From an optimization exercise on the open Yosys and OpenROAD flow, aimed at small area; shortcuts taken in it are not production practice.
Where RTL was checked, it was by simulation tests only, not by an equivalence proof against the original.
Function not checked in run 6: the RTL went through the layout flow alone.
Power figures rest on the tool's default switching activity, not on a simulated workload. The clock port is modelled as an ideal driver; clocking choices that lean on that would not hold on a real chip.

### design/flow/config.mk
export PLATFORM = sky130hd
export DESIGN_NAME = jk2_frame_decoder
export DESIGN_NICKNAME = jk2_frame_decoder
export VERILOG_FILES = /design/flow/design.v
export SDC_FILE = /design/flow/constraint.sdc
export NUM_CORES = 4
export LEC_CHECK = 0
export CAP_MARGIN = 40
export CORE_MARGIN = 2
export CORE_UTILIZATION = 60
export PLACE_DENSITY = 0.7
export SLEW_MARGIN = 40
export SYNTH_HIERARCHICAL = 1
### design/flow/constraint.sdc
create_clock -name core_clock -period 20.0 [get_ports {clk}]
set_input_delay 4.0000 -clock core_clock [delete_from_list [all_inputs] [get_ports {clk}]]
set_output_delay 4.0000 -clock core_clock [all_outputs]
set_load 0.01 [all_outputs]
### design/flow/design.v
module jk2_frame_decoder #(
    parameter integer LEN_LIMIT = 100,             
    parameter integer CAP       = LEN_LIMIT + 3,   
    parameter integer AW        = 9
) (
    input  wire          clk,
    input  wire          rst,
    input  wire          in_valid,
    input  wire [7:0]    in_byte,
    output wire          in_ready,
    input  wire          take,
    output wire          frame_valid,
    output wire [2:0]    state,
    output wire [AW-1:0] count,
    output wire [AW-1:0] frame_len,
    input  wire [AW-1:0] rd_addr,
    output wire [7:0]    rd_data,
    output wire [3:0]    evt
);
    localparam [2:0] ST_EMPTY = 3'd0;
    localparam [2:0] ST_SAW1  = 3'd1;
    localparam [2:0] ST_AWLEN = 3'd2;
    localparam [2:0] ST_ACC   = 3'd3;
    localparam [2:0] ST_COMP  = 3'd4;
    localparam [3:0] EV_NONE       = 4'd0;
    localparam [3:0] EV_SKIP       = 4'd1;
    localparam [3:0] EV_PUSH       = 4'd2;
    localparam [3:0] EV_COMPLETE   = 4'd3;
    localparam [3:0] EV_HDR2_ERR   = 4'd4;
    localparam [3:0] EV_LEN_REJECT = 4'd5;
    localparam [3:0] EV_RESYNC     = 4'd6;
    localparam [3:0] EV_CSUM_ERR   = 4'd7;
    localparam [3:0] EV_TAKEN      = 4'd9;
    localparam integer LO = 3;         
    localparam integer HI = CAP - 2;   
    reg [2:0] st;
    reg [6:0] cnt;
    reg [6:0] len;
    reg [3:0] ev;
    reg [7:0] csum;      
    reg       last_aa;   
    reg [7:0] mem [LO:HI];
    reg [2:0] st_n;
    reg [6:0] cnt_n;
    reg [6:0] len_n;
    reg [3:0] ev_n;
    wire b_aa    = (in_byte == 8'hAA);
    wire b_55    = (in_byte == 8'h55);
    wire len_ok  = (in_byte != 8'd0) && (in_byte < LEN_LIMIT);
    wire [6:0] cnt_inc = cnt + 1'b1;
    wire is_last = (cnt_inc == len);
    wire csum_ok = (csum == in_byte);
    always @(*) begin
        st_n  = st;
        cnt_n = cnt;
        len_n = len;
        ev_n  = EV_NONE;
        if (st > ST_COMP) begin
            st_n  = ST_EMPTY;
            cnt_n = 7'd0;
            len_n = 7'd0;
        end else if (st == ST_COMP) begin
            if (take) begin
                st_n  = ST_EMPTY;
                cnt_n = 7'd0;
                len_n = 7'd0;
                ev_n  = EV_TAKEN;
            end
        end else if (in_valid) begin
            case (st)
                ST_EMPTY: begin
                    if (b_aa) begin
                        cnt_n = cnt_inc;
                        st_n  = ST_SAW1;
                        ev_n  = EV_PUSH;
                    end else begin
                        ev_n  = EV_SKIP;
                    end
                end
                ST_SAW1: begin
                    if (b_55) begin
                        cnt_n = cnt_inc;
                        st_n  = ST_AWLEN;
                        ev_n  = EV_PUSH;
                    end else begin
                        cnt_n = 7'd0;
                        len_n = 7'd0;
                        st_n  = ST_EMPTY;
                        ev_n  = EV_HDR2_ERR;
                    end
                end
                ST_AWLEN: begin
                    if (len_ok) begin
                        cnt_n = cnt_inc;
                        len_n = in_byte[6:0] + 7'd4;
                        st_n  = ST_ACC;
                        ev_n  = EV_PUSH;
                    end else begin
                        ev_n  = EV_LEN_REJECT;
                    end
                end
                default: begin  
                    if (last_aa && b_55) begin
                        cnt_n = 7'd2;
                        len_n = 7'd0;
                        st_n  = ST_AWLEN;
                        ev_n  = EV_RESYNC;
                    end else if (!is_last) begin
                        cnt_n = cnt_inc;
                        ev_n  = EV_PUSH;
                    end else if (csum_ok) begin
                        cnt_n = cnt_inc;
                        st_n  = ST_COMP;
                        ev_n  = EV_COMPLETE;
                    end else begin
                        cnt_n = 7'd0;
                        len_n = 7'd0;
                        st_n  = ST_EMPTY;
                        ev_n  = EV_CSUM_ERR;
                    end
                end
            endcase
        end
    end
    always @(posedge clk) begin
        if (rst) begin
            st  <= ST_EMPTY;
            cnt <= 7'd0;
            len <= 7'd0;
            ev  <= EV_NONE;
        end else begin
            st  <= st_n;
            cnt <= cnt_n;
            len <= len_n;
            ev  <= ev_n;
        end
    end
    always @(posedge clk) begin
        if (in_valid && st == ST_AWLEN)
            csum <= in_byte;
        else if (in_valid && st == ST_ACC && !is_last)
            csum <= csum ^ in_byte;
        if (in_valid && st != ST_COMP)
            last_aa <= b_aa;
    end
    integer i;
    always @(posedge clk) begin
        for (i = LO; i <= HI; i = i + 1) begin
            if (cnt == i)
                mem[i] <= in_byte;
        end
    end
    wire [6:0]   len_m4 = len - 7'd4;
    wire [102:0] rsel;
    jk2_rd_dec u_rd_dec (.a(rd_addr[6:0]), .sel(rsel));
    localparam integer NG = (HI - LO + 1) / 3;    
    wire [NG-1:0] grp_n [0:7];
    genvar gb, gg;
    generate
        for (gb = 0; gb < 8; gb = gb + 1) begin : g_bit
            for (gg = 0; gg < NG; gg = gg + 1) begin : g_grp
                jk2_aoi3 u_aoi (
                    .d({mem[LO+3*gg+2][gb], mem[LO+3*gg+1][gb], mem[LO+3*gg][gb]}),
                    .s(rsel[LO+3*gg+2:LO+3*gg]),
                    .y_n(grp_n[gb][gg])
                );
            end
        end
    endgenerate
    reg [7:0] rd;
    integer k;
    always @(*) begin
        for (k = 0; k < 8; k = k + 1)
            rd[k] = ~&grp_n[k];
        rd = rd | ({8{rsel[0]}} & 8'hAA)
                | ({8{rsel[1]}} & 8'h55)
                | ({8{rsel[2]}} & {1'b0, len_m4})
                | ({8{rsel[102]}} & csum);
    end
    assign in_ready    = (st != ST_COMP);
    assign frame_valid = (st == ST_COMP);
    assign state       = st;
    assign count       = {2'b00, cnt};
    assign frame_len   = {2'b00, len};
    assign evt         = ev;
    assign rd_data     = rd;
endmodule
module jk2_rd_dec (
    input  wire [6:0]   a,
    output wire [102:0] sel
);
    wire [3:0] pa = 4'b0001 << a[1:0];
    wire [3:0] pb = 4'b0001 << a[3:2];
    wire [7:0] pc = 8'b00000001 << a[6:4];
    genvar k;
    generate
        for (k = 0; k < 103; k = k + 1) begin : g
            assign sel[k] = pa[k % 4] & pb[(k / 4) % 4] & pc[k / 16];
        end
    endgenerate
endmodule
module jk2_aoi3 (
    input  wire [2:0] d,
    input  wire [2:0] s,
    output wire       y_n
);
    assign y_n = ~|(d & s);
endmodule
### design/flow/run.sh
#!/bin/bash
# synth_recipe.tcl (not shown) runs the flow's synth.tcl, then flattens the netlist and writes it again
# the make line also repeats each setting of config.mk as NAME=value (left out here)
make -C /OpenROAD-flow-scripts/flow DESIGN_CONFIG=/design/flow/config.mk WORK_HOME=/design/flow/orfs CLKGATE_MAP_FILE= SYNTH_SCRIPT=/design/flow/synth_recipe.tcl finish
==> results by group, run 1 <==
Run status
  • Status: timing/DRC/antenna clean

Setup path
  • Crit-path most repeated cell: clkdlybuf4s50_1
  • Crit-path slowest cell: nor4_1
  • Critical Path, Cell by Cell: clkdlybuf4s50_1 -> nand4bb_1 -> nor2_1 -> a222oi_1 -> nand4_1 -> nor4_1 -> nand3_1 -> clkdlybuf4s50_1
  • Top delay family on crit path: simple AND/OR/NAND/NOR gates
  • Critical Path Sink Type: primary output
  • Crit path arrival time: 8.63 ns
  • Setup crit start kind: primary input
  • Max FO, Critical Path: 16
  • Highest cell delay on the worst timing path: 0.91 ns
  • Kind of critical path: primary input to primary output
  • Required @ worst endpoint: 16.00 ns
  • WP buf/inv: 2

Final layout
  • Area growth syn-to-layout: 12.7%
  • Leading cell type in the layout, fill and taps excluded: edfxtp_1
  • Post-Layout Inst Area: 34500 sq um
  • Final Non-Filler Cells: 2533
  • # nets final: 1831
  • Fillers: 3286
  • Most frequent cells in the layout: edfxtp_1 (801), a222oi_1 (264), nor2_1 (209)
  • Diodes inserted: 0
  • Finished Core Util: 0.687
  • Share of layout cells above drive strength 1: 0.0983

Power and ir drop
  • Share of power burned in registers: 0.539
  • Static leakage: 10.6 nW
  • Clock network power share: 0.435
  • Logic pwr share: 0.026
  • Overall power: 3.51 mW
  • Pwr/cell area: 102 nW/um^2
  • Peak supply drop: 0.0956 mV
  • Sw Share: 0.199
  • Sw power: 0.698 mW
  • Int Pwr: 2.81 mW

Clock network
  • Clock Tree Buf Depth: 3
  • Post-CTS Setup Repair Bufs: 0
  • Htree depth: 3
  • Root Buffer Master: clkbuf_16
  • Worst-path clk slew: 0.07 ns
  • Post-CTS Hold Buffers: 0
  • Inserted Clock Buffers: 81
  • CTS sink cnt: 822
  • CTS tree: yes
  • CTS resizes: 0
  • Worst-Skew Late Latency: 0.65 ns

Routing
  • Final wirelength: 82.6 mm
  • TritonRoute pass-1 iters: 14
  • Detail Route Antenna Nets: 0
  • WL/cell: 32.6 um
  • DR iter-0 viols: 4231
  • DRC viols: 0
  • Post-DR vias/cell: 7.27
  • DR vias: 18400

GRT
  • Largest net degree at the start of global routing: 94
  • Initial antenna violation count: 1
  • GRT overflow: 0
  • Vias in the first global route: 17900
  • All-layer global routing usage: 0.314
  • First-pass GRT wire length: 119 mm

Synth
  • Top_reg_cell synth: edfxtp_1
  • Yosys warning total: 9
  • Yosys reg bits: 822
  • Post-synth EDFFs: 801
  • Mapped Cells: 1709
  • Post-Syn Area: 30600 sq um
  • Syn avg cell area: 17.9 sq um
  • Sequential element share of the synthesized area: 0.799
  • Synth unique cells: 71
  • Asr flop ratio synth: 0

STA
  • Final WS setup: 7.37 ns
  • WHS: 0.567 ns
  • Tcrit/Tclk final: 0.632
  • Max Freq: 79.1 MHz
  • RSZ-0062 raised after global routing: false
  • Setup TNS: 0 ns
  • # setup viols final: 0
  • Period minus WS final: 12.64 ns
  • Final hold viol count: 0
  • Slew headroom: 0.313
  • Max Clock Skew: 0.0192 ns
  • Slew Limit Fails: 0
  • Slew @ Worst Pin: 1.02 ns

Run
  • Max_cap viols: 0

Floorplanning
  • Core region area: 50300 sq um
  • Initial Util: 0.609
  • Chip width: 230 um
  • Full die area: 52900 sq um
  • I/O pin total: 56
  • Die Y: 230 um
  • Std cell rows: 82

Placed design
  • Worst slack, placed: 7.63 ns
  • Dpl cells: 2389
  • DP HPWL: 51.1 mm
  • Placed cell area: 31800 sq um
  • GPL Wtd Cong: 0.927
  • Port Buffer Count: 49

Min path
  • Hold Crit Class: flip-flop to flip-flop
[worst paths after layout]
path           endpoint  slack [ns]  cells past startpoint        from
max          rd_data[0]        7.37                      8  rd_addr[3]
min              len[0]        0.57                      2      len[0]
max reg2reg      cnt[4]       16.65                      7      cnt[0]
min reg2reg      len[0]        0.57                      2      len[0]
[modules after synthesis, one instance, submodules excluded]
module             area [sq um]  flip-flops and latches
jk2_rd_dec                  724                       0
jk2_aoi3                   10.0                       0
jk2_frame_decoder         27300                     822
[cell usage after synthesis (all sizes together) (3+ instances only)]
master	instances	area [sq um]
xnor2	25	226
nand4bb	6	67.6
nand4	62	388
inv	12	45.0
xor2	7	61.3
ha	10	125
a21o	3	22.5
clkbuf	29	109
o22ai	3	18.8
edfxtp	801	24100
or3b	6	52.6
o21ai	11	55.1
a211oi	10	85.1
and3	5	31.3
dfxtp	21	420
buf	26	181
a21oi	19	106
or4b	4	43.8
or2	3	23.8
a22oi	4	30.0
nand3	21	105
nand4b	13	114
nand2	45	171
nor4	15	106
nor3	9	45.0
nand3b	6	45.0
a222oi	264	2640
or3	4	25.0
o2111ai	5	43.8
nor2	223	852
[per-layer routing]
layer  vias up  routed length [um]  part of all wire  GRT usage
met5         -                  14           0.00017          0
met4         2                3160             0.038      0.129
met3       179               10300              0.12     0.0758
met2      1381               38800              0.47      0.480
met1      9216               30300              0.37      0.441
li1       7641                   -                 -          -
[sequential cells by signal, summed over array words and instances, names as in the netlist]
name and count:
mem 792, last_aa 1, cnt 7, len 7, st 3, csum 8, ev 4
[worst min-delay path, cell delays in order, from the launching register on]
cell     delay (ns)
dfxtp_1        0.37
nand3_1        0.09
a21oi_1        0.06
[cell type report]
| class | count | area, sq um | area share |
|---|---|---|---|
| Tap cell | 672 | 841 | 0.0244 |
| Multi-Input combinational cell | 822 | 5910 | 0.171 |
| Clock buffer | 102 | 2170 | 0.0628 |
| Sequential cell | 822 | 24500 | 0.709 |
| Timing Repair Buffer | 60 | 576 | 0.0167 |
| Clock inverter | 42 | 494 | 0.0143 |
| Inverter | 13 | 50.0 | 0.00145 |
[power groups by stage]
| stage | clock [mW] | sequential [mW] | combinational (mW) |
|---|---|---|---|
| after global placement | 0 | 1.93 | 0.0836 |
| after floorplan | 0 | 1.93 | 0.0276 |
| final | 1.53 | 1.89 | 0.0903 |
| after detailed placement | 0 | 1.93 | 0.0871 |
| after CTS | 1.53 | 1.89 | 0.0876 |
| after global routing | 1.60 | 1.89 | 0.0935 |
[kinds of logic after synthesis]
group / Yosys count / share of synthesized area
DFF: 822 / 0.799
AOI/OAI and AO/OA: 342 / 0.105
xor gates and xnor gates: 32 / 0.00939
buffers and inverters: 68 / 0.0111
adders and majority gates: 10 / 0.00408
muxes: 3 / 0.00118
other: 1 / 0.000122
and+or+nand+nor: 431 / 0.0699
==> run 2, diff against run 1 <==
--- a/design/flow/config.mk
+++ b/design/flow/config.mk
@@ -10,2 +10,5 @@
 export CORE_UTILIZATION = 60
+export CTS_BUF_LIST = sky130_fd_sc_hd__clkbuf_16
+export CTS_CLUSTER_DIAMETER = 100
+export CTS_CLUSTER_SIZE = 30
 export PLACE_DENSITY = 0.7
==> run 2 against run 1 <==
Largest power group unchanged. Worst hold slack gained 0.00074 ns. Highest routed layer unchanged. Sequential share of layout area grew 3.9 points. Setup slack gained 0.055 ns. Register-to-register slack is essentially flat. Clock skew grew 0.0036 ns.
==> results by group, run 2 <==
GRT
  • Largest net degree at the start of global routing: 94
  • GRT overflow: 0
  • Vias in the first global route: 17200
  • Initial antenna violation count: 1
  • All-layer global routing usage: 0.304
  • First-pass GRT wire length: 116 mm

STA
  • Slew Limit Fails: 0
  • Max Clock Skew: 0.0229 ns
  • Final hold viol count: 0
  • # setup viols final: 0
  • Slew @ Worst Pin: 0.950 ns
  • RSZ-0062 raised after global routing: false
  • Setup TNS: 0 ns
  • Slew headroom: 0.363
  • Max Freq: 79.5 MHz
  • Tcrit/Tclk final: 0.629
  • Period minus WS final: 12.58 ns

Final layout
  • Biggest regs: mem (792), csum (8)
  • Register Area: 24500 sq um
  • Max FFs per register: 792
  • Fillers: 3476
  • Most frequent cells in the layout: edfxtp_1 (801), a222oi_1 (264), nor2_1 (211)
  • # nets final: 1781
  • Footprint of the multi-input gates: 5900 sq um
  • Area growth syn-to-layout: 6.80%
  • Share of layout cells above drive strength 1: 0.0558
  • Largest Register: mem
  • Diodes inserted: 0
  • Leading cell type in the layout, fill and taps excluded: edfxtp_1

Synth
  • Syn avg cell area: 17.9 sq um
  • Top_reg_cell synth: edfxtp_1
  • Sequential element share of the synthesized area: 0.799
  • Yosys warning total: 9
  • Top-count cell post-synth: edfxtp_1
  • Post-Syn Area: 30600 sq um
  • Synth unique cells: 71
  • Asr flop ratio synth: 0
  • Top cells by count, synth: edfxtp_1 (801), a222oi_1 (264), nor2_1 (217)
  • Leading area contributor after synthesis: edfxtp_1
  • Yosys reg bits: 822
  • Post-synth EDFFs: 801
  • Main area contributors after synthesis: edfxtp_1 (79%), a222oi_1 (8.6%), nor2_1 (2.7%)
  • Share of the synthesized area in the top cell type: 0.785
  • Mapped Cells: 1709

Setup path
  • Worst reg2reg startpoint: cnt[0]
  • Highest cell delay on the worst timing path: 0.84 ns
  • Reg2reg path depth: 7
  • Critical Path Sink Type: primary output
  • R2R setup slack: 16.64 ns
  • Crit path arrival time: 8.58 ns
  • Crit-path most repeated cell: clkdlybuf4s50_1
  • Critical path startpoint: rd_addr[1]
  • Setup crit start kind: primary input
  • Worst r2r dst: cnt[4]
  • Top delay family on crit path: simple AND/OR/NAND/NOR gates
  • Required @ worst endpoint: 16.00 ns
  • Max FO, Critical Path: 16
  • CP Capture Point: rd_data[7]
  • Critical Path, Cell by Cell: clkdlybuf4s50_1 -> or4_1 -> nor2_1 -> a222oi_1 -> nand4_1 -> nor4_1 -> nand3_1 -> clkdlybuf4s50_1
  • Crit path depth: 8
  • Kind of critical path: primary input to primary output
  • Crit-path slowest cell: clkdlybuf4s50_1
  • WP buf/inv: 2

Floorplanning
  • Chip width: 230 um
  • Full die area: 52900 sq um
  • Initial Util: 0.609
  • Std cell rows: 82
  • Core region area: 50300 sq um
  • Die Y: 230 um
  • I/O pin total: 56

Routing
  • DRC viols: 0
  • Post-DR vias/cell: 7.31
  • WL/cell: 32.9 um
  • DR vias: 17900
  • Detail Route Antenna Nets: 0
  • Final wirelength: 80.4 mm
  • DR iter-0 viols: 4128
  • TritonRoute pass-1 iters: 13

Clock network
  • CTS sink cnt: 822
  • Worst-Skew Late Latency: 0.64 ns
  • Clock Tree Buf Depth: 3
  • Worst-path clk slew: 0.11 ns
  • Inserted Clock Buffers: 31
  • Root Buffer Master: clkbuf_16
  • CTS resizes: 0
  • Post-CTS Setup Repair Bufs: 0
  • Post-CTS Hold Buffers: 0
  • Htree depth: 1
  • CTS tree: yes

Power and ir drop
  • Overall power: 2.75 mW
  • Peak supply drop: 0.0890 mV
  • Static leakage: 9.81 nW
  • Pwr/cell area: 84.0 nW/um^2

Placed design
  • DP HPWL: 51.1 mm
  • GPL Wtd Cong: 0.927
  • Port Buffer Count: 49

Min path
  • Hold Crit Class: flip-flop to flip-flop

Run status
  • Status: timing/DRC/antenna clean

Run
  • Max_cap viols: 0
## run 2: cell counts after synthesis
No cell type changed its count.
## run 2: worst min-delay path, stage by stage, from the launching register on
cell and delay (ns):
dfxtp_1 0.38, nand3_1 0.09, a21oi_1 0.06
## run 2: where the power goes
group | internal (mW) | switching (mW)
clock | 0.286 | 0.487
combinational | 0.0214 | 0.0678
sequential | 1.89 | 0.000205
## run 2: per-module statistics from Yosys, one instance, submodules excluded
module	flip-flops and latches	area, sq um	copies in the design	cells
jk2_rd_dec	0	724	1	148
jk2_aoi3	0	10.0	264	1
jk2_frame_decoder	822	27300	1	1297
## run 2: area by class of cell
class                   count  area share
flip-flops and latches    822       0.748
clock inverters            26     0.00329
well taps                 672      0.0257
repair buffers             60      0.0176
clock buffers              31      0.0237
inverters                  13     0.00153
multi-input cells         822       0.180
## run 2: how the worst min path moves through the flow
stage,from,end,slack [ns],depth (start not counted)
6_report,len[0],len[0],0.57,2
4_1_cts,len[0],len[0],0.56,2
2_1_floorplan,len[1],len[1],0.54,2
3_5_place_dp,len[0],len[0],0.54,2
3_3_place_gp,len[0],len[0],0.55,2
5_1_grt,len[3],len[3],0.63,2
## run 2: cell families after synthesis
group                      after synthesis  share of synthesized area
adders and majority gates               10                    0.00408
xor gates and xnor gates                32                    0.00939
DFF                                    822                      0.799
and+or+nand+nor                        431                     0.0699
muxes                                    3                    0.00118
other                                    1                   0.000122
buffers and inverters                   68                     0.0111
AOI/OAI and AO/OA                      342                      0.105
## run 2: layer usage
layer / wire length, um / vias up / share of wire / GRT usage
met5: 13 / - / 0.00016 / 0
met4: 2360 / 2 / 0.029 / 0.0869
met3: 10100 / 134 / 0.13 / 0.0530
met2: 38500 / 1281 / 0.48 / 0.481
met1: 29500 / 9000 / 0.37 / 0.443
li1: - / 7472 / - / -
## run 2: stage by stage
step	setup WS, ns	cell area [sq um]	cells	util	hold slack, ns
6_report	7.42	32700	2446	0.651	0.568
5_1_grt	7.44	32700	2446	0.651	0.631
3_5_place_dp	7.63	31800	2389	0.633	0.544
3_3_place_gp	7.52	31700	2387	0.631	0.547
2_1_floorplan	10.42	30600	1712	-	0.535
4_1_cts	7.61	32700	2446	0.650	0.564
==> run 3, diff against run 2 <==
--- a/design/flow/config.mk
+++ b/design/flow/config.mk
@@ -11,4 +11,4 @@
 export CTS_BUF_LIST = sky130_fd_sc_hd__clkbuf_16
-export CTS_CLUSTER_DIAMETER = 100
-export CTS_CLUSTER_SIZE = 30
+export CTS_CLUSTER_DIAMETER = 70
+export CTS_CLUSTER_SIZE = 25
 export PLACE_DENSITY = 0.7
==> run 3 against run 2 <==
Register-to-register slack about the same. Utilization up 0.68 points. Count of clock-buffer cells in the layout up 12. Critical path depth unchanged. Total power up 5.7%.
==> results by group, run 3 <==
Routing
  • Final wirelength: 81.0 mm
  • DRC viols: 0
  • DR vias: 18000
  • Post-DR vias/cell: 7.34
  • DR iter-0 viols: 4039
  • TritonRoute pass-1 iters: 13
  • Detail Route Antenna Nets: 0
  • WL/cell: 33.0 um

Setup path
  • Worst r2r dst: cnt[4]
  • Kind of critical path: primary input to primary output
  • Crit-path slowest cell: nand4b_1
  • Highest cell delay on the worst timing path: 0.82 ns
  • Reg2reg path depth: 7
  • Crit-path most repeated cell: clkdlybuf4s50_1
  • Critical Path, Cell by Cell: clkdlybuf4s50_1 -> nand4b_1 -> nor2_1 -> a222oi_1 -> nand4_1 -> nor4_1 -> nand3_1 -> clkdlybuf4s50_1
  • Setup crit start kind: primary input
  • Worst reg2reg startpoint: cnt[0]
  • Required @ worst endpoint: 16.00 ns
  • Max FO, Critical Path: 16
  • R2R setup slack: 16.65 ns
  • Critical Path Sink Type: primary output
  • Crit path arrival time: 8.54 ns

Synth
  • Syn avg cell area: 17.9 sq um
  • Sequential element share of the synthesized area: 0.799
  • Top-count cell post-synth: edfxtp_1
  • Post-Syn Area: 30600 sq um
  • Top_reg_cell synth: edfxtp_1
  • Leading area contributor after synthesis: edfxtp_1
  • Synth unique cells: 71
  • Yosys reg bits: 822
  • Main area contributors after synthesis: edfxtp_1 (79%), a222oi_1 (8.6%), nor2_1 (2.7%)
  • Share of the synthesized area in the top cell type: 0.785
  • Post-synth EDFFs: 801
  • Top cells by count, synth: edfxtp_1 (801), a222oi_1 (264), nor2_1 (217)
  • Mapped Cells: 1709
  • Asr flop ratio synth: 0
  • Yosys warning total: 9

STA
  • Slew headroom: 0.341
  • Final hold viol count: 0
  • Tcrit/Tclk final: 0.627
  • Slew Limit Fails: 0
  • RSZ-0062 raised after global routing: false
  • # setup viols final: 0
  • Period minus WS final: 12.54 ns
  • Max Clock Skew: 0.0312 ns
  • Setup TNS: 0 ns
  • Slew @ Worst Pin: 0.979 ns
  • Max Freq: 79.7 MHz

Final layout
  • Post-Layout Inst Area: 33100 sq um
  • Area growth syn-to-layout: 7.91%
  • # nets final: 1791
  • Leading cell type in the layout, fill and taps excluded: edfxtp_1
  • Most frequent cells in the layout: edfxtp_1 (801), a222oi_1 (264), nor2_1 (209)
  • Max FFs per register: 792
  • Largest Register: mem
  • Finished Core Util: 0.658
  • Share of layout cells above drive strength 1: 0.0691
  • Fillers: 3457
  • Biggest regs: mem (792), csum (8)

Clock network
  • Clock Tree Buf Depth: 3
  • Worst-Skew Late Latency: 0.61 ns
  • CTS resizes: 0
  • Post-CTS Setup Repair Bufs: 0
  • CTS sink cnt: 822
  • CTS tree: yes
  • Htree depth: 2
  • Inserted Clock Buffers: 41
  • Root Buffer Master: clkbuf_16
  • Worst-path clk slew: 0.09 ns
  • Post-CTS Hold Buffers: 0

Min path
  • Hold Path End: len[0]
  • Hold Crit Class: flip-flop to flip-flop
  • Hold Path Depth: 2
  • Hold_sp: len[0]

Power and ir drop
  • Peak supply drop: 0.0834 mV
  • Overall power: 2.90 mW
  • Static leakage: 9.94 nW
  • Pwr/cell area: 87.8 nW/um^2

GRT
  • First-pass GRT wire length: 117 mm
  • Largest net degree at the start of global routing: 94
  • All-layer global routing usage: 0.308
  • Vias in the first global route: 17400
  • Initial antenna violation count: 0
  • GRT overflow: 0

Run status
  • Status: timing/DRC/antenna clean

Floorplanning
  • Chip width: 230 um
  • Die Y: 230 um
  • Core region area: 50300 sq um
  • I/O pin total: 56
  • Full die area: 52900 sq um
  • Std cell rows: 82
  • Initial Util: 0.609

Placed design
  • DP HPWL: 51.1 mm
  • Port Buffer Count: 49
  • GPL Wtd Cong: 0.927
  • Placed cell area: 31800 sq um

Run
  • Max_cap viols: 0
run 3: cell counts after synthesis:
Identical to the previous run, type by type.
run 3: worst max-delay path by stage:
stage | startpoint | end | slack (ns) | depth (start not counted)
global placement | rd_addr[2] | rd_data[6] | 7.52 | 8
global route | rd_addr[2] | rd_data[5] | 7.50 | 8
finish | rd_addr[0] | rd_data[7] | 7.46 | 8
CTS | rd_addr[3] | rd_data[3] | 7.61 | 8
floorplan | rd_addr[2] | rd_data[4] | 10.42 | 8
detailed placement | rd_addr[3] | rd_data[3] | 7.63 | 8
run 3: stage by stage:
stage	cells	worst slack, ns	hold WS [ns]
after floorplan	1712	10.42	0.535
after global placement	2387	7.52	0.547
after detailed placement	2389	7.63	0.544
after CTS	2453	7.61	0.562
after global routing	2453	7.50	0.627
final	2454	7.46	0.563
run 3: critical path, delay by kind of cell:
kind            cells  cell delay, ns
simple gates        5            2.60
compound gates      1            0.61
buf+inv             2            1.31
run 3: power by group:
part | switching (mW) | leakage [nW] | internal, mW | total (mW)
logic | 0.0680 | 1.94 | 0.0215 | 0.0895
clock network | 0.530 | 0.629 | 0.399 | 0.929
registers | 0.000207 | 7.37 | 1.89 | 1.89
total | 0.598 | 9.94 | 2.31 | 2.90
run 3: cell type report:
type	count	area, sq um	share of cell area
antenna	1	2.50	0.0000757
clock buffer	43	1080	0.0325
clock inverter	21	135	0.00409
inverter	13	50.0	0.00151
multi-input combinational	822	5910	0.179
sequential	822	24500	0.740
tap	672	841	0.0254
timing repair buffer	60	576	0.0174
run 3: routing by layer:
metal,global-route usage,vias to the layer above,part of all wire
li1,-,7504,-
met1,0.443,9006,0.37
met2,0.476,1340,0.47
met3,0.0640,157,0.12
met4,0.106,0,0.036
met5,0,-,0
run 3: cell families (layout without fill, tap and decap cells):
logic type / after synthesis / count (layout) / synth area share
muxes: 3 / 3 / 0.00118
AOI/OAI and AO/OA: 342 / 342 / 0.105
xor gates and xnor gates: 32 / 32 / 0.00939
buffers and inverters: 68 / 137 / 0.0111
adders and majority gates: 10 / 10 / 0.00408
other: 1 / 5 / 0.000122
DFF: 822 / 822 / 0.799
and+or+nand+nor: 431 / 431 / 0.0699
run 3: modules after synthesis (local to each module, per instance):
module             area, sq um  times used  cells
jk2_frame_decoder        27300           1   1297
jk2_rd_dec                 724           1    148
jk2_aoi3                  10.0         264      1
==> run 4, diff against run 3 <==
--- a/design/flow/design.v
+++ b/design/flow/design.v
@@ -37,3 +37,3 @@
     reg [6:0] cnt;
-    reg [6:0] len;
+    reg [6:0] lbyte;     
     reg [3:0] ev;
@@ -44,4 +44,8 @@
     reg [6:0] cnt_n;
-    reg [6:0] len_n;
     reg [3:0] ev_n;
+    wire st_awlen = (st == ST_AWLEN);
+    wire st_acc   = (st == ST_ACC);
+    wire st_comp  = (st == ST_COMP);
+    wire [6:0] len     = lbyte + 7'd4;
+    wire [6:0] cnt_inc = cnt + 1'b1;
     wire b_aa    = (in_byte == 8'hAA);
@@ -49,3 +53,2 @@
     wire len_ok  = (in_byte != 8'd0) && (in_byte < LEN_LIMIT);
-    wire [6:0] cnt_inc = cnt + 1'b1;
     wire is_last = (cnt_inc == len);
@@ -55,3 +58,2 @@
         cnt_n = cnt;
-        len_n = len;
         ev_n  = EV_NONE;
@@ -60,4 +62,3 @@
             cnt_n = 7'd0;
-            len_n = 7'd0;
-        end else if (st == ST_COMP) begin
+        end else if (st_comp) begin
             if (take) begin
@@ -65,3 +66,2 @@
                 cnt_n = 7'd0;
-                len_n = 7'd0;
                 ev_n  = EV_TAKEN;
@@ -86,3 +86,2 @@
                         cnt_n = 7'd0;
-                        len_n = 7'd0;
                         st_n  = ST_EMPTY;
@@ -94,3 +93,2 @@
                         cnt_n = cnt_inc;
-                        len_n = in_byte[6:0] + 7'd4;
                         st_n  = ST_ACC;
@@ -104,3 +102,2 @@
                         cnt_n = 7'd2;
-                        len_n = 7'd0;
                         st_n  = ST_AWLEN;
@@ -116,3 +113,2 @@
                         cnt_n = 7'd0;
-                        len_n = 7'd0;
                         st_n  = ST_EMPTY;
@@ -128,3 +124,2 @@
             cnt <= 7'd0;
-            len <= 7'd0;
             ev  <= EV_NONE;
@@ -133,3 +128,2 @@
             cnt <= cnt_n;
-            len <= len_n;
             ev  <= ev_n;
@@ -138,9 +132,13 @@
     always @(posedge clk) begin
-        if (in_valid && st == ST_AWLEN)
-            csum <= in_byte;
-        else if (in_valid && st == ST_ACC && !is_last)
-            csum <= csum ^ in_byte;
-        if (in_valid && st != ST_COMP)
+        if (st_awlen) begin
+            lbyte <= in_byte[6:0];
+            csum  <= in_byte;
+        end else if (in_valid && st_acc && !is_last) begin
+            csum  <= csum ^ in_byte;
+        end
+        if (in_valid)
             last_aa <= b_aa;
     end
+    wire [102:0] wsel;
+    jk2_dec103 u_wr_dec (.a(cnt), .sel(wsel));
     integer i;
@@ -148,3 +146,3 @@
         for (i = LO; i <= HI; i = i + 1) begin
-            if (cnt == i)
+            if (wsel[i])
                 mem[i] <= in_byte;
@@ -152,5 +150,4 @@
     end
-    wire [6:0]   len_m4 = len - 7'd4;
     wire [102:0] rsel;
-    jk2_rd_dec u_rd_dec (.a(rd_addr[6:0]), .sel(rsel));
+    jk2_dec103 u_rd_dec (.a(rd_addr[6:0]), .sel(rsel));
     localparam integer NG = (HI - LO + 1) / 3;    
@@ -176,10 +173,10 @@
                 | ({8{rsel[1]}} & 8'h55)
-                | ({8{rsel[2]}} & {1'b0, len_m4})
+                | ({8{rsel[2]}} & {1'b0, lbyte})
                 | ({8{rsel[102]}} & csum);
     end
-    assign in_ready    = (st != ST_COMP);
-    assign frame_valid = (st == ST_COMP);
+    assign in_ready    = !st_comp;
+    assign frame_valid = st_comp;
     assign state       = st;
     assign count       = {2'b00, cnt};
-    assign frame_len   = {2'b00, len};
+    assign frame_len   = {2'b00, (st_acc || st_comp) ? len : 7'd0};
     assign evt         = ev;
@@ -187,3 +184,3 @@
 endmodule
-module jk2_rd_dec (
+module jk2_dec103 (
     input  wire [6:0]   a,
@@ -191,11 +188,23 @@
 );
-    wire [3:0] pa = 4'b0001 << a[1:0];
-    wire [3:0] pb = 4'b0001 << a[3:2];
-    wire [7:0] pc = 8'b00000001 << a[6:4];
+    wire [7:0]  lo_n;
+    wire [12:0] hi_n;
     genvar k;
     generate
+        for (k = 0; k < 8; k = k + 1) begin : g_lo
+            assign lo_n[k] = (a[2:0] != k);
+        end
+        for (k = 0; k < 13; k = k + 1) begin : g_hi
+            assign hi_n[k] = (a[6:3] != k);
+        end
         for (k = 0; k < 103; k = k + 1) begin : g
-            assign sel[k] = pa[k % 4] & pb[(k / 4) % 4] & pc[k / 16];
+            jk2_nor2 u_nor (.a(lo_n[k % 8]), .b(hi_n[k / 8]), .y(sel[k]));
         end
     endgenerate
+endmodule
+module jk2_nor2 (
+    input  wire a,
+    input  wire b,
+    output wire y
+);
+    assign y = ~(a | b);
 endmodule
==> design/flow/flow/run.sh (new file) <==
#!/bin/bash
# Own layout flow: the standard flow (standard.sh, unchanged synthesis,
# floorplan, power grid and routing) with two placement/CTS arguments changed:
#  - port buffers use the smallest buffer (buf_1) instead of the default pick;
#  - clock tree: larger sink clusters of clkbuf_16 and no dummy loads.
# The full make output goes to standard_finish.log in this folder; ORFS keeps
# each step's own log under orfs/logs/.
set -euo pipefail
bash standard.sh \
  "BUFFER_PORTS_ARGS=-buffer_cell sky130_fd_sc_hd__buf_1" \
  "CTS_ARGS=-sink_clustering_enable -repair_clock_nets -buf_list sky130_fd_sc_hd__clkbuf_16 -sink_clustering_size 30 -sink_clustering_max_diameter 100 -dont_use_dummy_load" \
  finish > standard_finish.log 2>&1
==> design/flow/standard.sh (new file) <==
#!/bin/bash
# synth_recipe.tcl (not shown) runs the flow's synth.tcl, then flattens the netlist and writes it again
# the make line also repeats each setting of config.mk as NAME=value (left out here)
make -C /OpenROAD-flow-scripts/flow DESIGN_CONFIG=/design/flow/config.mk WORK_HOME=/design/flow/orfs CLKGATE_MAP_FILE= SYNTH_SCRIPT=/design/flow/synth_recipe.tcl "${@:-finish}"
--- a/design/flow/config.mk
+++ b/design/flow/config.mk
@@ -11,4 +11,4 @@
 export CTS_BUF_LIST = sky130_fd_sc_hd__clkbuf_16
-export CTS_CLUSTER_DIAMETER = 70
-export CTS_CLUSTER_SIZE = 25
+export CTS_CLUSTER_DIAMETER = 100
+export CTS_CLUSTER_SIZE = 30
 export PLACE_DENSITY = 0.7
removed: design/flow/run.sh
==> run 4 against run 3 <==
Wire length shrank 6.7%. Still clean on timing, DRC and antenna. Largest cell class unchanged. Sequential power is essentially flat. Cell count shrank 3.6%. First-iteration DRC count shrank 21%. Maximum frequency grew 9.6%. Largest power group unchanged. Sequential share of layout area grew 2.4 points. Sequential cell count is the same.
==> results by group, run 4 <==
Run status
  • Status: timing/DRC/antenna clean

Power and ir drop
  • Peak supply drop: 0.0709 mV
  • Static leakage: 9.44 nW
  • Pwr/cell area: 84.3 nW/um^2

Routing
  • TritonRoute pass-1 iters: 11
  • DR vias: 17200
  • Final wirelength: 75.6 mm
  • WL/cell: 32.0 um
  • DR iter-0 viols: 3210
  • Post-DR vias/cell: 7.28
  • Detail Route Antenna Nets: 0
  • DRC viols: 0

Placed design
  • Port Buffer Count: 49
  • GPL Wtd Cong: 0.897
  • Worst slack, placed: 8.74 ns
  • DP HPWL: 48.2 mm

STA
  • Final hold viol count: 0
  • # setup viols final: 0
  • Slew headroom: 0.411
  • Tcrit/Tclk final: 0.572
  • Slew Limit Fails: 0
  • Max Clock Skew: 0.0525 ns
  • RSZ-0062 raised after global routing: false
  • Max Freq: 87.4 MHz
  • Final WS setup: 8.55 ns
  • Setup TNS: 0 ns
  • Slew @ Worst Pin: 0.883 ns
  • Period minus WS final: 11.45 ns

Clock network
  • Worst-Skew Late Latency: 0.63 ns
  • Inserted Clock Buffers: 31
  • CTS tree: yes
  • Post-CTS Setup Repair Bufs: 0
  • CTS resizes: 0
  • Root Buffer Master: clkbuf_16
  • Htree depth: 1
  • CTS sink cnt: 822
  • Clock Tree Buf Depth: 3
  • Post-CTS Hold Buffers: 0
  • Worst-path clk slew: 0.12 ns

Final layout
  • Fillers: 3442
  • Biggest regs: mem (792), csum (8)
  • Leading cell type in the layout, fill and taps excluded: edfxtp_1
  • Largest Register: mem
  • Area growth syn-to-layout: 6.47%
  • Register Area: 24500 sq um
  • Most frequent cells in the layout: edfxtp_1 (808), a222oi_1 (264), nor2_1 (211)
  • Share of layout cells above drive strength 1: 0.0562
  • Max FFs per register: 792
  • # nets final: 1716
  • Footprint of the multi-input gates: 5530 sq um

Setup path
  • Max FO, Critical Path: 13
  • Setup crit start kind: primary input
  • Kind of critical path: primary input to primary output
  • Crit path arrival time: 7.45 ns
  • Critical Path Sink Type: primary output
  • Required @ worst endpoint: 16.00 ns

GRT
  • First-pass GRT wire length: 110 mm
  • Largest net degree at the start of global routing: 88
  • All-layer global routing usage: 0.288
  • GRT overflow: 0
  • Vias in the first global route: 16700
  • Initial antenna violation count: 5

Floorplanning
  • Chip width: 228 um
  • I/O pin total: 56
  • Std cell rows: 82
  • Core region area: 49900 sq um
  • Die Y: 228 um
  • Full die area: 52100 sq um
  • Initial Util: 0.605

Synth
  • Yosys warning total: 9
  • Post-Syn Area: 30200 sq um
  • Syn avg cell area: 18.8 sq um
  • Mapped Cells: 1607

Run
  • Max_cap viols: 0

Min path
  • Hold Crit Class: flip-flop to flip-flop
-- run 4: final cells by class --
class,count,area share
Antenna cell,2,0.000156
Inverter,4,0.000467
Clock buffer,31,0.0242
Tap cell,672,0.0262
Multi-Input combinational cell,762,0.172
Sequential cell,822,0.764
Timing Repair Buffer,72,0.0128
-- run 4: per-stage QoR --
stage | util | instances | hold WS [ns] | power, mW | instance area [sq um]
2_1_floorplan | - | 1610 | 0.574 | 1.95 | 30200
3_3_place_gp | 0.626 | 2324 | 0.608 | 2.00 | 31200
3_5_place_dp | 0.627 | 2330 | 0.621 | 2.00 | 31300
4_1_cts | 0.643 | 2361 | 0.634 | 2.71 | 32100
5_1_grt | 0.644 | 2364 | 0.678 | 2.77 | 32100
6_report | 0.644 | 2365 | 0.641 | 2.71 | 32100
-- run 4: final timing paths --
kind | startpoint | end | slack (ns) | depth (start not counted)
max reg2reg | cnt[0] | csum[2] | 17.04 | 7
max | rd_addr[6] | rd_data[2] | 8.55 | 8
min | st[2] | st[2] | 0.64 | 2
min reg2reg | st[2] | st[2] | 0.64 | 2
-- run 4: routing by layer --
metal,track usage,wire length (um),vias to the layer above
li1,-,-,7236
met1,0.396,27500,8747
met2,0.462,36300,1094
met3,0.0640,9000,148
met4,0.104,2800,4
met5,0,23,-
-- run 4: worst max-delay path, cell delays in order --
cell	delay [ns]
buf_1	0.37
nand4b_1	0.54
nor2_1	0.32
a222oi_1	0.59
nand4_1	0.35
nor4_2	0.80
nand3_1	0.27
buf_1	0.19
-- run 4: where the power goes --
group | leakage [nW] | switching, mW | internal [mW]
logic | 1.68 | 0.0650 | 0.0149
registers | 7.37 | 0.000276 | 1.89
clock network | 0.382 | 0.462 | 0.278
==> run 5, diff against run 4 <==
==> design/flow/run.sh (new file) <==
#!/bin/bash
# synth_recipe.tcl (not shown) runs the flow's synth.tcl, then flattens the netlist and writes it again
# the make line also repeats each setting of config.mk as NAME=value (left out here)
make -C /OpenROAD-flow-scripts/flow DESIGN_CONFIG=/design/flow/config.mk WORK_HOME=/design/flow/orfs CLKGATE_MAP_FILE= SYNTH_SCRIPT=/design/flow/synth_recipe.tcl finish
removed: design/flow/flow/run.sh
removed: design/flow/standard.sh
==> run 5 against run 4 <==
Still clean. Worst hold slack improved by 0.019 ns. Sequential share of layout area fell by 0.71 points. Setup slack got worse by 0.85 ns. Register-to-register slack improved by 0.10 ns. Clock skew fell by 0.032 ns. Cell count rose by 0.38%. Via count barely moved. Synthesized cell count did not move. First-iteration DRC count rose by 3.4%. Total power rose by 1.1%. Die area did not move.
==> results by group, run 5 <==
Setup path
  • Crit path arrival time: 8.29 ns
  • Kind of critical path: primary input to primary output
  • R2R setup slack: 17.14 ns
  • Reg2reg path depth: 2
  • Max FO, Critical Path: 13
  • Worst reg2reg startpoint: cnt[5]
  • Worst r2r dst: mem[62][2]
  • Required @ worst endpoint: 16.00 ns
  • Critical Path Sink Type: primary output
  • Setup crit start kind: primary input

Clock network
  • Root Buffer Master: clkbuf_16
  • CTS sink cnt: 822
  • Clock Tree Buf Depth: 3
  • Inserted Clock Buffers: 31
  • Worst-path clk slew: 0.11 ns
  • Post-CTS Setup Repair Bufs: 0
  • CTS resizes: 0
  • Htree depth: 1
  • Post-CTS Hold Buffers: 0
  • CTS tree: yes
  • Worst-Skew Late Latency: 0.64 ns

Placed design
  • Worst slack, placed: 7.85 ns
  • Port Buffer Count: 49
  • GPL Wtd Cong: 0.906
  • Dpl cells: 2327
  • DP HPWL: 47.0 mm
  • Placed cell area: 31500 sq um

STA
  • Max Freq: 81.3 MHz
  • Final WS setup: 7.71 ns
  • Period minus WS final: 12.29 ns
  • Final hold viol count: 0
  • Slew Limit Fails: 0
  • # setup viols final: 0
  • RSZ-0062 raised after global routing: false
  • Setup TNS: 0 ns
  • Max Clock Skew: 0.0205 ns
  • Slew headroom: 0.405
  • Slew @ Worst Pin: 0.892 ns
  • Tcrit/Tclk final: 0.615

Synth
  • Yosys warning total: 9
  • Mapped Cells: 1607
  • Syn avg cell area: 18.8 sq um
  • Post-Syn Area: 30200 sq um

Run status
  • Status: timing/DRC/antenna clean

Final layout
  • Register Area: 24500 sq um
  • Fillers: 3431
  • Post-Layout Inst Area: 32400 sq um
  • Share of layout cells above drive strength 1: 0.0524
  • Max FFs per register: 792
  • Leading cell type in the layout, fill and taps excluded: edfxtp_1
  • # nets final: 1712
  • Most frequent cells in the layout: edfxtp_1 (808), a222oi_1 (264), nor2_1 (213)
  • Biggest regs: mem (792), csum (8)
  • Area growth syn-to-layout: 7.47%
  • Largest Register: mem
  • Footprint of the multi-input gates: 5520 sq um
  • Final Non-Filler Cells: 2374

Run
  • Max_cap viols: 0

Routing
  • TritonRoute pass-1 iters: 14
  • WL/cell: 31.4 um
  • Post-DR vias/cell: 7.25
  • DR vias: 17200
  • DR iter-0 viols: 3320
  • DRC viols: 0
  • Final wirelength: 74.6 mm
  • Detail Route Antenna Nets: 0

Min path
  • Hold Crit Class: flip-flop to flip-flop
  • Hold Path Depth: 1
  • Hold Path End: st[0]
  • Hold_sp: st[0]

Power and ir drop
  • Pwr/cell area: 84.4 nW/um^2
  • Static leakage: 9.60 nW
  • Peak supply drop: 0.0719 mV

Floorplanning
  • Chip width: 228 um
  • Core region area: 49900 sq um
  • Die Y: 228 um
  • Initial Util: 0.605
  • I/O pin total: 56
  • Std cell rows: 82
  • Full die area: 52100 sq um

GRT
  • All-layer global routing usage: 0.283
  • Largest net degree at the start of global routing: 94
  • Initial antenna violation count: 3
  • First-pass GRT wire length: 108 mm
  • Vias in the first global route: 16400
  • GRT overflow: 0
[run 5: cell types whose count changed in the layout (fill, tap and decap cells not counted), moves of 2 or more]
cell,before,now
nor2_1,211,213
inv_1,4,15
clkdlybuf4s50_1,0,41
clkbuf_4,8,0
buf_6,4,8
buf_1,41,0
nor2_2,6,4
[run 5: cell type report]
| cell class | count | area share |
|---|---|---|
| repair buffers | 68 | 0.0198 |
| inverters | 4 | 0.000463 |
| multi-input cells | 762 | 0.170 |
| clock inverters | 12 | 0.00178 |
| flip-flops and latches | 822 | 0.757 |
| diodes | 2 | 0.000154 |
| clock buffers | 32 | 0.0247 |
| well taps | 672 | 0.0259 |
[run 5: critical path: stages]
cell	delay [ns]
clkdlybuf4s50_1	0.88
nand4b_1	0.61
nor2_1	0.34
a222oi_1	0.51
nand4_1	0.32
nor4_2	0.81
nand3_1	0.25
clkdlybuf4s50_1	0.55
[run 5: worst max path at each step]
stage / slack (ns) / cells after the start / endpoint / start
after global placement: 7.61 / 8 / rd_data[0] / rd_addr[3]
final: 7.71 / 8 / rd_data[2] / rd_addr[6]
after floorplan: 10.46 / 7 / rd_data[7] / rd_addr[3]
after global routing: 7.66 / 8 / rd_data[3] / rd_addr[3]
after detailed placement: 7.85 / 8 / rd_data[0] / rd_addr[3]
after CTS: 7.84 / 8 / rd_data[0] / rd_addr[3]
[run 5: layer usage]
layer,share of wire,track usage,up-vias
met5,0.00017,0,-
met4,0.030,0.0825,2
met3,0.12,0.0520,115
met2,0.48,0.451,1176
met1,0.37,0.406,8666
li1,-,-,7256
[run 5: metrics by stage]
step	hold slack, ns	utilization	power, mW
finish	0.660	0.650	2.74
CTS	0.648	0.650	2.74
floorplan	0.574	-	1.95
global route	0.689	0.650	2.80
detailed placement	0.625	0.632	2.01
global placement	0.617	0.631	2.01
[run 5: power breakdown]
part / internal [mW] / switching (mW)
combinational: 0.0203 / 0.0642
sequential: 1.89 / 0.000268
clock: 0.292 / 0.474
==> run 6, diff against run 5 <==
--- a/design/flow/design.v
+++ b/design/flow/design.v
@@ -188,2 +188,3 @@
 );
+    wire [6:0]  a_n;
     wire [7:0]  lo_n;
@@ -192,7 +193,21 @@
     generate
+        for (k = 0; k < 7; k = k + 1) begin : g_inv
+            jk2_inv u_inv (.a(a[k]), .y(a_n[k]));
+        end
         for (k = 0; k < 8; k = k + 1) begin : g_lo
-            assign lo_n[k] = (a[2:0] != k);
+            jk2_nand3 u_nand (
+                .a(k[0] ? a[0] : a_n[0]),
+                .b(k[1] ? a[1] : a_n[1]),
+                .c(k[2] ? a[2] : a_n[2]),
+                .y(lo_n[k])
+            );
         end
         for (k = 0; k < 13; k = k + 1) begin : g_hi
-            assign hi_n[k] = (a[6:3] != k);
+            jk2_nand4 u_nand (
+                .a(k[0] ? a[3] : a_n[3]),
+                .b(k[1] ? a[4] : a_n[4]),
+                .c(k[2] ? a[5] : a_n[5]),
+                .d(k[3] ? a[6] : a_n[6]),
+                .y(hi_n[k])
+            );
         end
@@ -202,2 +217,25 @@
     endgenerate
+endmodule
+module jk2_inv (
+    input  wire a,
+    output wire y
+);
+    assign y = ~a;
+endmodule
+module jk2_nand3 (
+    input  wire a,
+    input  wire b,
+    input  wire c,
+    output wire y
+);
+    assign y = ~(a & b & c);
+endmodule
+module jk2_nand4 (
+    input  wire a,
+    input  wire b,
+    input  wire c,
+    input  wire d,
+    output wire y
+);
+    assign y = ~(a & b & c & d);
 endmodule
==> design/flow/flow/run.sh (new file) <==
#!/bin/bash
# Own layout flow: the standard flow (standard.sh, unchanged synthesis,
# floorplan, power grid and routing) with two placement/CTS arguments changed:
#  - port buffers use the smallest buffer (buf_1) instead of the default pick;
#  - clock tree: larger sink clusters of clkbuf_16 and no dummy loads.
# The full make output goes to standard_finish.log in this folder; ORFS keeps
# each step's own log under orfs/logs/.
set -euo pipefail
bash standard.sh \
  "BUFFER_PORTS_ARGS=-buffer_cell sky130_fd_sc_hd__buf_1" \
  "CTS_ARGS=-sink_clustering_enable -repair_clock_nets -buf_list sky130_fd_sc_hd__clkbuf_16 -sink_clustering_size 30 -sink_clustering_max_diameter 100 -dont_use_dummy_load" \
  finish > standard_finish.log 2>&1
==> design/flow/standard.sh (new file) <==
#!/bin/bash
# synth_recipe.tcl (not shown) runs the flow's synth.tcl, then flattens the netlist and writes it again
# the make line also repeats each setting of config.mk as NAME=value (left out here)
make -C /OpenROAD-flow-scripts/flow DESIGN_CONFIG=/design/flow/config.mk WORK_HOME=/design/flow/orfs CLKGATE_MAP_FILE= SYNTH_SCRIPT=/design/flow/synth_recipe.tcl "${@:-finish}"
==> design/flow/config.mk (replaced) <==
export PLATFORM = sky130hd
export DESIGN_NAME = jk2_frame_decoder
export DESIGN_NICKNAME = jk2_frame_decoder
export VERILOG_FILES = /design/flow/design.v
export SDC_FILE = /design/flow/constraint.sdc
export NUM_CORES = 4
export LEC_CHECK = 0
export CAP_MARGIN = 10
export CORE_MARGIN = 2
export CORE_UTILIZATION = 60
export PLACE_DENSITY = 0.7
export SLEW_MARGIN = 10
export SYNTH_HIERARCHICAL = 1
removed: design/flow/run.sh
==> run 6 against run 5 <==
Worst hold slack lost 0.018 ns. Sequential power hardly changed. Cell count shrank 0.38%. Largest power group unchanged. Wire length rose by 1.6%. Final area fell by 1.6%. Register-to-register slack lost 0.32 ns. Sequential share of layout area up 1.2 points.
==> results by group, run 6 <==
Placed design
  • GPL Wtd Cong: 0.936
  • DP HPWL: 47.5 mm
  • Port Buffer Count: 49
  • Placed cell area: 31100 sq um
  • Dpl cells: 2333

Power and ir drop
  • Sw power: 0.528 mW
  • Static leakage: 9.41 nW
  • Sw Share: 0.195
  • Logic pwr share: 0.029
  • Int Pwr: 2.18 mW
  • Clock network power share: 0.274
  • Pwr/cell area: 84.9 nW/um^2
  • Share of power burned in registers: 0.697
  • Peak supply drop: 0.0655 mV

Routing
  • DR iter-0 viols: 3536
  • Detail Route Antenna Nets: 0
  • DR vias: 17500
  • WL/cell: 32.0 um
  • DRC viols: 0
  • Post-DR vias/cell: 7.42
  • TritonRoute pass-1 iters: 14
  • Final wirelength: 75.8 mm

Final layout
  • Fillers: 3371
  • Share of layout cells above drive strength 1: 0.0412
  • Diodes inserted: 0
  • Largest Register: mem
  • Post-Layout Inst Area: 31900 sq um
  • Most frequent cells in the layout: edfxtp_1 (808), a222oi_1 (264), nor2_1 (215)
  • Leading cell type in the layout, fill and taps excluded: edfxtp_1
  • # nets final: 1726
  • Biggest regs: mem (792), csum (8)
  • Final Non-Filler Cells: 2365
  • Max FFs per register: 792
  • Area growth syn-to-layout: 6.32%

Floorplanning
  • Initial Util: 0.611
  • Core region area: 49200 sq um
  • Std cell rows: 81
  • Full die area: 51800 sq um
  • Chip width: 228 um
  • Die Y: 228 um
  • I/O pin total: 56

Clock network
  • CTS tree: yes
  • Post-CTS Setup Repair Bufs: 0
  • Worst-Skew Late Latency: 0.63 ns
  • Inserted Clock Buffers: 31
  • CTS resizes: 0
  • Post-CTS Hold Buffers: 0
  • Root Buffer Master: clkbuf_16
  • Htree depth: 1
  • Worst-path clk slew: 0.07 ns
  • Clock Tree Buf Depth: 3
  • CTS sink cnt: 822

GRT
  • All-layer global routing usage: 0.295
  • Largest net degree at the start of global routing: 107
  • Vias in the first global route: 16800
  • Initial antenna violation count: 0
  • GRT overflow: 0
  • First-pass GRT wire length: 110 mm

STA
  • RSZ-0062 raised after global routing: false
  • # setup viols final: 0
  • Slew headroom: 0.120
  • Period minus WS final: 11.98 ns
  • Slew Limit Fails: 0
  • Max Clock Skew: 0.0453 ns
  • Tcrit/Tclk final: 0.599
  • Slew @ Worst Pin: 1.32 ns
  • Final hold viol count: 0
  • Max Freq: 83.5 MHz
  • Setup TNS: 0 ns

Synth
  • Syn avg cell area: 18.6 sq um
  • Post-Syn Area: 30000 sq um
  • Yosys warning total: 9
  • Mapped Cells: 1613

Setup path
  • Reg2reg path depth: 2
  • Kind of critical path: primary input to primary output
  • Highest cell delay on the worst timing path: 1.00 ns
  • Top delay family on crit path: simple AND/OR/NAND/NOR gates
  • Required @ worst endpoint: 16.00 ns
  • Crit path arrival time: 7.98 ns
  • Critical Path, Cell by Cell: buf_1 -> inv_1 -> nand3_1 -> nor2_1 -> a222oi_1 -> nand4_1 -> nor4_1 -> nand3_1 -> buf_1
  • Max FO, Critical Path: 13
  • Critical Path Sink Type: primary output
  • Setup crit start kind: primary input
  • Crit path depth: 9
  • WP buf/inv: 3
  • Crit-path slowest cell: nor4_1

Run
  • Max_cap viols: 0

Min path
  • Hold Crit Class: flip-flop to flip-flop
  • Hold Path Depth: 1

Run status
  • Status: timing/DRC/antenna clean
-- run 6: cell types whose count changed in the layout (fill, tap and decap cells not counted), moves of 6 or more --
cell	before	now
nand3b_1	6	0
nand4bb_1	12	0
buf_1	0	41
nand4_1	60	86
clkdlybuf4s50_1	41	0
buf_6	8	0
nand3_1	15	31
or4b_1	9	1
clkbuf_4	0	8
or3b_2	6	0
-- run 6: final cells by class --
cell class                      instances  area, sq um  share of cell area
Clock buffer                           31          776              0.0243
Multi-Input combinational cell        762         5330               0.167
Tap cell                              664          831              0.0260
Timing Repair Buffer                   68          364              0.0114
Inverter                               18         67.6             0.00212
Sequential cell                       822        24500               0.769
-- run 6: per-stage QoR --
step	util	setup slack, ns	hold WS [ns]	power [mW]
after floorplan	-	10.63	0.584	1.95
after global placement	0.633	8.31	0.618	2.00
after detailed placement	0.633	8.35	0.618	2.00
after CTS	0.649	8.34	0.638	2.71
after global routing	0.649	7.89	0.689	2.77
final	0.649	8.02	0.642	2.71
-- run 6: power by group through the flow --
stage                     logic, mW  registers (mW)  clock network, mW
after CTS                    0.0767            1.89              0.745
after floorplan              0.0231            1.93                  0
after detailed placement     0.0766            1.93                  0
after global routing         0.0826            1.89              0.796
after global placement       0.0739            1.93                  0
final                        0.0786            1.89              0.741
-- run 6: per-layer routing --
layer  global-route usage  vias to the layer above  share of wire
met2                0.461                     1225           0.47
met1                0.428                     8889           0.37
met5                    0                        -              0
li1                     -                     7258              -
met4                0.104                        0          0.040
met3               0.0514                      166           0.12
-- run 6: worst paths after layout --
| path | end | slack (ns) | from |
|---|---|---|---|
| worst min register to register | st[0] | 0.64 | st[0] |
| worst min-delay path | st[0] | 0.64 | st[0] |
| worst max register to register | mem[95][0] | 16.82 | cnt[0] |
| worst max-delay path | rd_data[4] | 8.02 | rd_addr[0] |
==> run 7, diff against run 6 <==
--- a/design/flow/design.v
+++ b/design/flow/design.v
@@ -33,4 +33,3 @@
     localparam [3:0] EV_TAKEN      = 4'd9;
-    localparam integer LO = 3;         
-    localparam integer HI = CAP - 2;   
+    localparam integer NS = CAP - 4;   
     reg [2:0] st;
@@ -41,3 +40,3 @@
     reg       last_aa;   
-    reg [7:0] mem [LO:HI];
+    reg [7:0] sr [0:NS-1];
     reg [2:0] st_n;
@@ -141,14 +140,18 @@
     end
-    wire [102:0] wsel;
-    jk2_dec103 u_wr_dec (.a(cnt), .sel(wsel));
+    wire shift = in_valid && !st_comp && (cnt != 7'd102);
     integer i;
     always @(posedge clk) begin
-        for (i = LO; i <= HI; i = i + 1) begin
-            if (wsel[i])
-                mem[i] <= in_byte;
-        end
-    end
-    wire [102:0] rsel;
-    jk2_dec103 u_rd_dec (.a(rd_addr[6:0]), .sel(rsel));
-    localparam integer NG = (HI - LO + 1) / 3;    
+        if (shift) begin
+            sr[0] <= in_byte;
+            for (i = 1; i < NS; i = i + 1)
+                sr[i] <= sr[i-1];
+        end
+    end
+    wire [6:0] ra    = rd_addr[6:0];
+    wire       c103  = (cnt == 7'd103);
+    wire [6:0] pos   = {cnt[6:1], cnt[0] & !c103} + ~ra;
+    wire       low3  = (ra[6:2] == 5'd0) && !(ra[1] && ra[0]);
+    wire [98:0] psel;
+    jk2_dec99 u_rd_dec (.a(pos), .en_n(low3), .sel(psel));
+    localparam integer NG = NS / 3;    
     wire [NG-1:0] grp_n [0:7];
@@ -159,4 +162,4 @@
                 jk2_aoi3 u_aoi (
-                    .d({mem[LO+3*gg+2][gb], mem[LO+3*gg+1][gb], mem[LO+3*gg][gb]}),
-                    .s(rsel[LO+3*gg+2:LO+3*gg]),
+                    .d({sr[3*gg+2][gb], sr[3*gg+1][gb], sr[3*gg][gb]}),
+                    .s(psel[3*gg+2:3*gg]),
                     .y_n(grp_n[gb][gg])
@@ -166,2 +169,6 @@
     endgenerate
+    wire s0   = (ra == 7'd0);
+    wire s1   = (ra == 7'd1);
+    wire s2   = (ra == 7'd2);
+    wire s102 = (ra == 7'd102);
     reg [7:0] rd;
@@ -171,6 +178,6 @@
             rd[k] = ~&grp_n[k];
-        rd = rd | ({8{rsel[0]}} & 8'hAA)
-                | ({8{rsel[1]}} & 8'h55)
-                | ({8{rsel[2]}} & {1'b0, lbyte})
-                | ({8{rsel[102]}} & csum);
+        rd = rd | ({8{s0}} & 8'hAA)
+                | ({8{s1}} & 8'h55)
+                | ({8{s2}} & {1'b0, lbyte})
+                | ({8{s102}} & csum);
     end
@@ -184,9 +191,12 @@
 endmodule
-module jk2_dec103 (
-    input  wire [6:0]   a,
-    output wire [102:0] sel
+module jk2_dec99 (
+    input  wire [6:0]  a,
+    input  wire        en_n,
+    output wire [98:0] sel
 );
     wire [6:0]  a_n;
+    wire        en;
     wire [7:0]  lo_n;
     wire [12:0] hi_n;
+    jk2_inv u_inv_en (.a(en_n), .y(en));
     genvar k;
@@ -197,3 +207,3 @@
         for (k = 0; k < 8; k = k + 1) begin : g_lo
-            jk2_nand3 u_nand (
+            jk2_nand4 u_nand (
                 .a(k[0] ? a[0] : a_n[0]),
@@ -201,2 +211,3 @@
                 .c(k[2] ? a[2] : a_n[2]),
+                .d(en),
                 .y(lo_n[k])
@@ -213,3 +224,3 @@
         end
-        for (k = 0; k < 103; k = k + 1) begin : g
+        for (k = 0; k < 99; k = k + 1) begin : g
             jk2_nor2 u_nor (.a(lo_n[k % 8]), .b(hi_n[k / 8]), .y(sel[k]));
@@ -223,10 +234,2 @@
     assign y = ~a;
-endmodule
-module jk2_nand3 (
-    input  wire a,
-    input  wire b,
-    input  wire c,
-    output wire y
-);
-    assign y = ~(a & b & c);
 endmodule
==> run 7 against run 6 <==
Still clean. First-iteration DRC count is 14% higher. Sequential power is 4% higher. Final area is 0.70% lower. Combinational power is about 30% higher. Sequential cell count stayed put. Critical endpoint is now rd_data[1].
==> results by group, run 7 <==
STA
  • Slew @ Worst Pin: 1.18 ns
  • Tcrit/Tclk final: 0.679
  • # setup viols final: 0
  • Setup TNS: 0 ns
  • Final hold viol count: 0
  • RSZ-0062 raised after global routing: false
  • Slew headroom: 0.213
  • Max Freq: 73.7 MHz
  • Max Clock Skew: 0.0369 ns
  • Period minus WS final: 13.58 ns
  • Slew Limit Fails: 0

Final layout
  • Area growth syn-to-layout: 6.26%
  • # nets final: 1672
  • Final Non-Filler Cells: 2303
  • Largest Register: sr
  • Fillers: 3359
  • Share of layout cells above drive strength 1: 0.0311
  • Diodes inserted: 0
  • Max FFs per register: 792
  • Leading cell type in the layout, fill and taps excluded: edfxtp_1
  • Biggest regs: sr (792), csum (8)
  • Most frequent cells in the layout: edfxtp_1 (808), a222oi_1 (264), nor2_1 (129)

Synth
  • Top cells by count, synth: edfxtp_1 (808), a222oi_1 (264), nor2_1 (129)
  • Syn avg cell area: 19.2 sq um
  • Main area contributors after synthesis: edfxtp_1 (81%), a222oi_1 (8.9%), nand4_1 (2.1%)
  • Post-Syn Area: 29800 sq um
  • Yosys reg bits: 822
  • Top-count cell post-synth: edfxtp_1
  • Sequential element share of the synthesized area: 0.823
  • Post-synth EDFFs: 808
  • Share of the synthesized area in the top cell type: 0.814
  • Top_reg_cell synth: edfxtp_1
  • Asr flop ratio synth: 0
  • Leading area contributor after synthesis: edfxtp_1
  • Yosys warning total: 9
  • Synth unique cells: 52
  • Mapped Cells: 1555

GRT
  • First-pass GRT wire length: 95.5 mm
  • GRT overflow: 0
  • Initial antenna violation count: 1
  • All-layer global routing usage: 0.250
  • Vias in the first global route: 15100
  • Largest net degree at the start of global routing: 215

Clock network
  • Post-CTS Setup Repair Bufs: 0
  • Clock Tree Buf Depth: 3
  • Root Buffer Master: clkbuf_16
  • Worst-path clk slew: 0.11 ns
  • Post-CTS Hold Buffers: 0
  • Worst-Skew Late Latency: 0.64 ns
  • Htree depth: 1
  • CTS resizes: 0
  • CTS tree: yes
  • CTS sink cnt: 822
  • Inserted Clock Buffers: 31

Run status
  • Status: timing/DRC/antenna clean

Floorplanning
  • Core region area: 49100 sq um
  • Initial Util: 0.608
  • Full die area: 51500 sq um
  • Chip width: 227 um
  • I/O pin total: 56
  • Std cell rows: 81
  • Die Y: 227 um

Setup path
  • Required @ worst endpoint: 16.00 ns
  • Setup crit start kind: primary input
  • Crit path arrival time: 9.58 ns
  • Max FO, Critical Path: 8
  • Critical Path Sink Type: primary output
  • Kind of critical path: primary input to primary output

Routing
  • DRC viols: 0
  • Detail Route Antenna Nets: 0
  • TritonRoute pass-1 iters: 14
  • Final wirelength: 65.5 mm
  • DR iter-0 viols: 4043
  • WL/cell: 28.5 um
  • Post-DR vias/cell: 7.25
  • DR vias: 16700

Power and ir drop
  • Peak supply drop: 0.0748 mV
  • Static leakage: 9.11 nW
  • Pwr/cell area: 88.8 nW/um^2

Placed design
  • GPL Wtd Cong: 0.896
  • Port Buffer Count: 49
  • DP HPWL: 43.5 mm
  • Dpl cells: 2272

Run
  • Max_cap viols: 0

Min path
  • Hold Crit Class: flip-flop to flip-flop
run 7: cells by family (layout without fill, tap and decap cells):
logic type      count (synthesis)  count (layout)  synth area share
fa+ha+maj                      10              10           0.00445
flops                         822             822             0.823
compound gates                317             317             0.100
other cells                     1               4          0.000126
xor+xnor                       40              40            0.0122
buf+inv                        41             122           0.00592
simple gates                  323             323            0.0537
mux                             1               1          0.000336
run 7: power breakdown:
group / switching, mW / internal, mW / total, mW
combinational: 0.0812 / 0.0206 / 0.102
clock: 0.467 / 0.278 / 0.745
sequential: 0.0266 / 1.94 / 1.97
total: 0.575 / 2.24 / 2.81
run 7: worst max-delay path, stage by stage:
cell,delay [ns]
buf_1,0.15
inv_1,0.09
ha_1,0.16
inv_1,0.06
fa_1,0.40
nor2b_1,0.13
o21ai_0,0.09
a21boi_0,0.25
o21a_1,0.15
nor2_1,0.04
xnor2_1,0.51
inv_1,0.28
nand4_1,0.42
nor2_1,0.24
a222oi_1,1.00
nand4_1,0.42
nor4_1,0.70
nand4_1,0.27
buf_1,0.18
run 7: metrics by stage:
stage,utilization,instance area [sq um],worst slack (ns),total power [mW],hold WS (ns)
floorplan,-,29800,2.55,2.08,0.426
global placement,0.630,30900,6.65,2.10,0.428
detailed placement,0.630,30900,6.53,2.10,0.432
CTS,0.646,31700,6.50,2.83,0.429
global route,0.646,31700,6.19,2.89,0.433
finish,0.646,31700,6.42,2.81,0.429
run 7: worst paths after layout:
kind	cells past startpoint	slack, ns	startpoint	endpoint
worst max-delay path	19	6.42	rd_addr[0]	rd_data[1]
worst min-delay path	0	0.43	sr[32][5]	sr[33][5]
worst max register to register	6	15.72	st[0]	sr[97][4]
worst min register to register	0	0.43	sr[32][5]	sr[33][5]
run 7: per-module statistics from Yosys (local to each module, per instance), excerpt:
module / flops+latches / cells / times used / area (sq um)
jk2_inv: 0 / 1 / 8 / 3.75
jk2_nand4: 0 / 1 / 21 / 6.26
jk2_aoi3: 0 / 1 / 264 / 10.0
jk2_nor2: 0 / 1 / 99 / 3.75
jk2_frame_decoder: 822 / 1163 / 1 / 26600
run 7: per-layer routing:
| layer | share of wire | vias up | wire length (um) | track usage |
|---|---|---|---|---|
| met1 | 0.41 | 8403 | 26900 | 0.398 |
| met5 | 0 | - | 0 | 0 |
| met2 | 0.44 | 1114 | 28900 | 0.360 |
| met3 | 0.12 | 96 | 7640 | 0.0414 |
| met4 | 0.033 | 0 | 2130 | 0.0780 |
| li1 | - | 7073 | - | - |
run 7: area by class of cell:
type	instances	area [sq um]	share of cell area
well taps	664	831	0.0262
clock buffers	31	776	0.0245
flip-flops and latches	822	24500	0.774
multi-input cells	695	5130	0.162
inverters	26	97.6	0.00308
repair buffers	65	317	0.00999

==> re-timing with driven ports <==
The flow's constraints put no driver on any port. The routed layouts listed below were extracted and timed again, unchanged, in two steps. Step 1 sets driving cells, clkbuf_16 on the clock port and buf_2 on the other inputs (assumed; they add their load-dependent delay and slew). Step 2 moves the port delays by t, midway between the first and last clock arrival at a register: inputs arrive t later, outputs are due t later. That takes back most of the time a late clock gives input paths. Three values: ideal, step 1, step 2; two values: the first two.
| run | t (ns) | setup WS [ns] | slew at the worst register clock pin (ns) |
|---|---|---|---|
| run 1 | 0.695 | 7.365 / 7.334 / 7.334 | 0.07 / 0.07 |
| run 2 | 0.690 | 7.420 / 7.393 / 7.393 | 0.12 / 0.12 |
| run 3 | 0.663 | 7.455 / 7.432 / 7.432 | 0.10 / 0.10 |
| run 4 | 0.665 | 8.553 / 8.464 / 8.464 | 0.12 / 0.12 |
| run 5 | 0.686 | 7.707 / 7.675 / 7.675 | 0.11 / 0.11 |
| run 6 | 0.671 | 8.021 / 7.974 / 7.974 | 0.12 / 0.12 |
| run 7 | 0.679 | 6.424 / 6.400 / 6.400 | 0.12 / 0.12 |
After both steps every run listed still meets setup and hold. The setup slack of run 4, which loses most, moves by -0.089 ns with the drivers and by -0.089 ns with both steps.
